What follows belongs to an exercise in optimizing a design on an open flow for small area; a production flow would make more cautious choices. In this exercise RTL edits were held to simulation tests only and were not proved equivalent to the original. Power figures rest on the tool's default switching activity, not on a simulated workload.

## run A
Design minicomp_core, start of the top module:
module minicomp_core (
    input  wire       clk,
    input  wire       rst,           
    output wire [7:0] mem_addr,
    input  wire [7:0] mem_rdata,
    output wire       mem_we,
    output wire [7:0] mem_wdata,
    output wire [7:0] io_port,       
    output wire       io_rd,         
    input  wire [7:0] io_rdata,
    input  wire       io_present,    
    output wire       io_wr,         
    output wire [7:0] io_wdata
);
    reg [7:0] x0, x1, x2, x3;        
    reg [7:0] pc, ioa, t;            
    reg [7:0] ir;                    
    reg [3:0] fl;                    
    reg [4:0] cnt;                   
    reg       clr;                   
    reg       k;                     
    wire [2:0] ph  = cnt[2:0];
    wire [1:0] stp = cnt[4:3];
    wire ph0 = (ph == 3'd0);
    wire ph7 = (ph == 3'd7);
    wire sF  = (stp == 2'd0);
    wire s1  = (stp == 2'd1);
    wire s2  = (stp == 2'd2);
    wire s3  = (stp == 2'd3);
    wire [1:0] ra = ir[3:2];
    wire [1:0] rb = ir[1:0];
    wire alu  = ir[7];
    wire [2:0] op = ir[6:4];
    wire c_ld   = !alu && op == 3'd0;
    wire c_st   = !alu && op == 3'd1;
    wire c_dat  = !alu && op == 3'd2;
    wire c_jmpr = !alu && op == 3'd3;
    wire c_jmp  = !alu && op == 3'd4;
    wire c_jxx  = !alu && op == 3'd5;
    wire c_clf  = !alu && op == 3'd6;
    wire c_io   = !alu && op == 3'd7;
    wire c_ind  = c_io && ra == 2'd0;
    wire c_ina  = c_io && ra == 2'd1;
    wire c_outd = c_io && ra == 2'd2;
    wire c_outa = c_io && ra == 2'd3;
    wire taken  = (fl & ir[3:0]) != 4'd0;
    wire swap = (c_ld && (s1 || s2)) || (c_st && (s2 || s3));
    wire sel_a = swap || (alu && s1);
    wire [1:0] rs = sel_a ? ra : rb;
    reg xs;
    always @(*) begin
  ...
Settings: LEC_CHECK=0, ABC_AREA=1, CAP_MARGIN=20, CORE_MARGIN=2, CORE_UTILIZATION=40, PLACE_DENSITY=0.6, SLEW_MARGIN=20; clock period 8.0 ns.
standard.sh (not shown) runs the stock make flow with config.mk's settings and CLKGATE_MAP_FILE= SYNTH_SCRIPT=/design/flow/synth_recipe.tcl, a recipe that flattens the netlist after the stock synthesis.
==> flow/flow/run.sh <==
#!/bin/bash
# Own layout flow: the standard flow (standard.sh), with
#  1. the standard synthesis, unchanged, followed by an area-oriented re-mapping of
#     the combinational logic only (flow/resyn.ys; flip-flops untouched);
#  2. port buffers of the smallest buffer cell;
#  3. clock tree synthesis with small clock buffers and no dummy loads.
# Each tool's full output goes to its own log in this folder; ORFS steps also keep
# their logs under orfs/logs/.
set -euo pipefail
W=$(pwd)
R=$W/orfs/results/${FLOW_PLATFORM}/minicomp_core/base
LIB=$FLOW_HOME/platforms/${FLOW_PLATFORM}/lib/sky130_fd_sc_hd__tt_025C_1v80.lib
YOSYS=$FLOW_HOME/../tools/install/yosys/bin/yosys
[[ -x $YOSYS ]] || YOSYS=yosys
export BUFFER_PORTS_ARGS="-buffer_cell sky130_fd_sc_hd__buf_1"
export CTS_ARGS="-sink_clustering_enable -repair_clock_nets -dont_use_dummy_load -buf_list sky130_fd_sc_hd__clkbuf_16 -root_buf sky130_fd_sc_hd__clkbuf_16 -sink_clustering_size 80 -sink_clustering_max_diameter 200"

bash standard.sh synth > synth.log 2>&1
cp $R/1_2_yosys.v $W/std_1_2_yosys.v
sed -e "s#@LIB@#$LIB#g" -e "s#@IN@#$W/std_1_2_yosys.v#g" -e "s#@OUT@#$W/resyn_1_2_yosys.v#g" \
    -e "s#@TOP@#$FLOW_TOP#g" -e "s#@ABC@#$W/flow/resyn.abc#g" flow/resyn.ys > resyn_run.ys
$YOSYS -s resyn_run.ys > resyn.log 2>&1
cp $W/resyn_1_2_yosys.v $R/1_2_yosys.v
bash standard.sh do-1_synth > synth_odb.log 2>&1
bash standard.sh > standard.log 2>&1
==> flow/flow/resyn.abc <==
strash
&get -n
&deepsyn -T 20
&put
dch -f
map -a
mfs2
strash
dch -f
map -a
topo
==> flow/flow/resyn.ys <==
# Re-map the combinational logic of the standard synthesis netlist for area.
# The flip-flops are kept as they are (same instances, names and cell types):
# they are black boxes here, so abc only sees the logic between them.
read_liberty -ignore_miss_func @LIB@
read_verilog @IN@
hierarchy -top @TOP@
blackbox sky130_fd_sc_hd__*df*
flatten
opt_clean -purge
abc -liberty @LIB@ -dont_use *probe* -dont_use *lpflow* -dont_use *clkdly* -dont_use *dlygate* -dont_use *dlymetal* -script @ABC@
read_liberty -lib -ignore_redef @LIB@
splitnets
opt_clean -purge
hilomap -singleton -hicell sky130_fd_sc_hd__conb_1 HI -locell sky130_fd_sc_hd__conb_1 LO
insbuf -buf sky130_fd_sc_hd__buf_1 A X
check -assert
stat -liberty @LIB@
write_verilog -noattr -nohex -nodec @OUT@
What run B does differently from run A at the input level:
# run A
export LEC_CHECK = 0
export ABC_AREA = 1
export CAP_MARGIN = 20
export CORE_MARGIN = 2
export CORE_UTILIZATION = 40
export PLACE_DENSITY = 0.6
export SLEW_MARGIN = 20
create_clock -name core_clock -period 8.0 [get_ports {clk}]
# run B
export LEC_CHECK = 0
export CAP_MARGIN = 20
export CORE_MARGIN = 2
export CORE_UTILIZATION = 40
export PLACE_DENSITY = 0.6
export SLEW_MARGIN = 20
create_clock -name core_clock -period 8.0 [get_ports {clk}]
==> flow/run.sh (new file) <==
#!/bin/bash
# synth_recipe.tcl (not shown) runs the flow's synth.tcl, then flattens the netlist and writes it again
# the make line also repeats each setting of config.mk as NAME=value (left out here)
make -C /OpenROAD-flow-scripts/flow DESIGN_CONFIG=/design/flow/config.mk WORK_HOME=/design/flow/orfs CLKGATE_MAP_FILE= SYNTH_SCRIPT=/design/flow/synth_recipe.tcl finish
removed: flow/flow/run.sh
removed: flow/flow/resyn.abc
removed: flow/flow/resyn.ys
removed: flow/standard.sh
- Going from run A to run B, minimum setup slack among reg-to-reg paths now sits lower, TritonCTS buffer count neither gained nor lost much, smallest hold slack now larger, core utilization up 2.0 points.
- In the reports for run B and run A, the larger sequential share of layout area belongs to run A.
- Compared with run A, run B is more frugal on power.
- Setup slack delta for run B relative to run A: 550 ps lower
- Looking only at critical path data required time, and setting everything else aside, the lower value of run B and run A goes to run A.
- Compared to run A, the routing of run B uses more wire.
- Run B against run A: global-route usage stayed essentially flat; total via count after detailed routing rose 286.
Modified inputs, run C compared to run B
# run B
export LEC_CHECK = 0
export CAP_MARGIN = 20
export CORE_MARGIN = 2
export CORE_UTILIZATION = 40
export PLACE_DENSITY = 0.6
export SLEW_MARGIN = 20
create_clock -name core_clock -period 8.0 [get_ports {clk}]
# run C
export LEC_CHECK = 0
export ABC_AREA = 1
export CAP_MARGIN = 20
export CORE_MARGIN = 2
export CORE_UTILIZATION = 40
export PLACE_DENSITY = 0.6
export SLEW_MARGIN = 20
create_clock -name core_clock -period 8.0 [get_ports {clk}]
[summary]
Summary of run C over run B: part of the power in registers now sits lower; via count higher; depth of the most critical reg-to-reg path up 7; final net count now larger. Adder and majority gate portion of the synthesized area: run B vs run C — no meaningful difference. Run comparison: run B type of the worst setup path reg -> reg; run C type of the worst setup path reg -> out. For the wire length, run C came in 41 um lower than run B did. Delta (run C minus run B): die height now smaller; filler cell count in the final layout moved up. Run comparison: run C destination of the critical timing path io_rd; run B destination of the critical timing path x3[7]$_DFF_P_.
### run C -> run D
==> flow/flow/run.sh (new file) <==
#!/bin/bash
# Own layout flow: the standard flow (standard.sh), with
#  1. the standard synthesis, unchanged, followed by an area-oriented re-mapping of
#     the combinational logic only (flow/resyn.ys; flip-flops untouched);
#  2. port buffers of the smallest buffer cell;
#  3. clock tree synthesis with small clock buffers and no dummy loads.
# Each tool's full output goes to its own log in this folder; ORFS steps also keep
# their logs under orfs/logs/.
set -euo pipefail
W=$(pwd)
R=$W/orfs/results/${FLOW_PLATFORM}/minicomp_core/base
LIB=$FLOW_HOME/platforms/${FLOW_PLATFORM}/lib/sky130_fd_sc_hd__tt_025C_1v80.lib
YOSYS=$FLOW_HOME/../tools/install/yosys/bin/yosys
[[ -x $YOSYS ]] || YOSYS=yosys
export BUFFER_PORTS_ARGS="-buffer_cell sky130_fd_sc_hd__buf_1"
export CTS_ARGS="-sink_clustering_enable -repair_clock_nets -dont_use_dummy_load -buf_list sky130_fd_sc_hd__clkbuf_8 -root_buf sky130_fd_sc_hd__clkbuf_8 -sink_clustering_size 40 -sink_clustering_max_diameter 100"

bash standard.sh synth > synth.log 2>&1
cp $R/1_2_yosys.v $W/std_1_2_yosys.v
sed -e "s#@LIB@#$LIB#g" -e "s#@IN@#$W/std_1_2_yosys.v#g" -e "s#@OUT@#$W/resyn_1_2_yosys.v#g" \
    -e "s#@TOP@#$FLOW_TOP#g" -e "s#@ABC@#$W/flow/resyn.abc#g" flow/resyn.ys > resyn_run.ys
$YOSYS -s resyn_run.ys > resyn.log 2>&1
cp $W/resyn_1_2_yosys.v $R/1_2_yosys.v
bash standard.sh do-1_synth > synth_odb.log 2>&1
bash standard.sh > standard.log 2>&1
==> flow/flow/resyn.abc (new file) <==
strash
&get -n
&deepsyn -T 20
&put
dch -f
map -a
mfs2
strash
dch -f
map -a
topo
==> flow/flow/resyn.ys (new file) <==
# Re-map the combinational logic of the standard synthesis netlist for area.
# The flip-flops are kept as they are (same instances, names and cell types):
# they are black boxes here, so abc only sees the logic between them.
read_liberty -ignore_miss_func @LIB@
read_verilog @IN@
hierarchy -top @TOP@
blackbox sky130_fd_sc_hd__*df*
flatten
opt_clean -purge
abc -liberty @LIB@ -dont_use *probe* -dont_use *lpflow* -dont_use *clkdly* -dont_use *dlygate* -dont_use *dlymetal* -script @ABC@
read_liberty -lib -ignore_redef @LIB@
splitnets
opt_clean -purge
hilomap -singleton -hicell sky130_fd_sc_hd__conb_1 HI -locell sky130_fd_sc_hd__conb_1 LO
insbuf -buf sky130_fd_sc_hd__buf_1 A X
check -assert
stat -liberty @LIB@
write_verilog -noattr -nohex -nodec @OUT@
==> flow/standard.sh (new file) <==
#!/bin/bash
# synth_recipe.tcl (not shown) runs the flow's synth.tcl, then flattens the netlist and writes it again
# the make line also repeats each setting of config.mk as NAME=value (left out here)
make -C /OpenROAD-flow-scripts/flow DESIGN_CONFIG=/design/flow/config.mk WORK_HOME=/design/flow/orfs CLKGATE_MAP_FILE= SYNTH_SCRIPT=/design/flow/synth_recipe.tcl "${@:-finish}"
removed: flow/run.sh
## What came out
- Run D finished all stages; the layout is clean.
- Compared with run C, run D shows a minimum clock period after layout that is 140 ps lower.
- Higher clock network power share among run C and run D: run C
- cnt[0]$_SDFF_PP0_ as the start point of the critical path was reported by run C, and cnt[3]$_SDFF_PP1_ by run D.
- Comparing post-route non-filler standard cell count for run C and run D, the bigger number came from run C.
- Compared with run C, run D shows a wire length on met1 that is 690 um lower.
- Synthesized net count ended up about 16% lower on run D than on run C.
- Looking at share of cells above drive strength 1 across run C and run D, the one that comes out lower is run D.
- Looking at largest incremental delay on the critical path across run C and run D, the one that comes out higher is run C.

## port drivers added, routing unchanged
The flow's constraints put no driver on any port. The routed layouts listed below were extracted and timed again, unchanged, in two steps.
Step 1 (the two cells are an assumption about what drives the block):
set clk [get_ports {clk}]
set_driving_cell -lib_cell sky130_fd_sc_hd__clkbuf_16 $clk
set_driving_cell -lib_cell sky130_fd_sc_hd__buf_2 [delete_from_list [all_inputs] $clk]
Step 2, shift: input delay + t, output delay - t, t = (earliest + latest rising clock arrival at the registers) / 2. This alone moves slack from input paths to output paths.
Slacks: ideal / step 1 / step 2; pairs: ideal / step 1.
| run | shift t [ns] | setup slack, ns | clock arrival spread, ns |
|---|---|---|---|
| run A | 0.348 | 4.069 / 4.069 / 4.069 | 0.016 / 0.016 |
| run B | 0.374 | 3.520 / 3.520 / 3.520 | 0.010 / 0.010 |
| run C | 0.369 | 3.953 / 3.924 / 4.293 | 0.015 / 0.015 |
| run D | 0.352 | 4.095 / 4.095 / 4.095 | 0.020 / 0.020 |
After both steps every run listed still meets setup and hold.
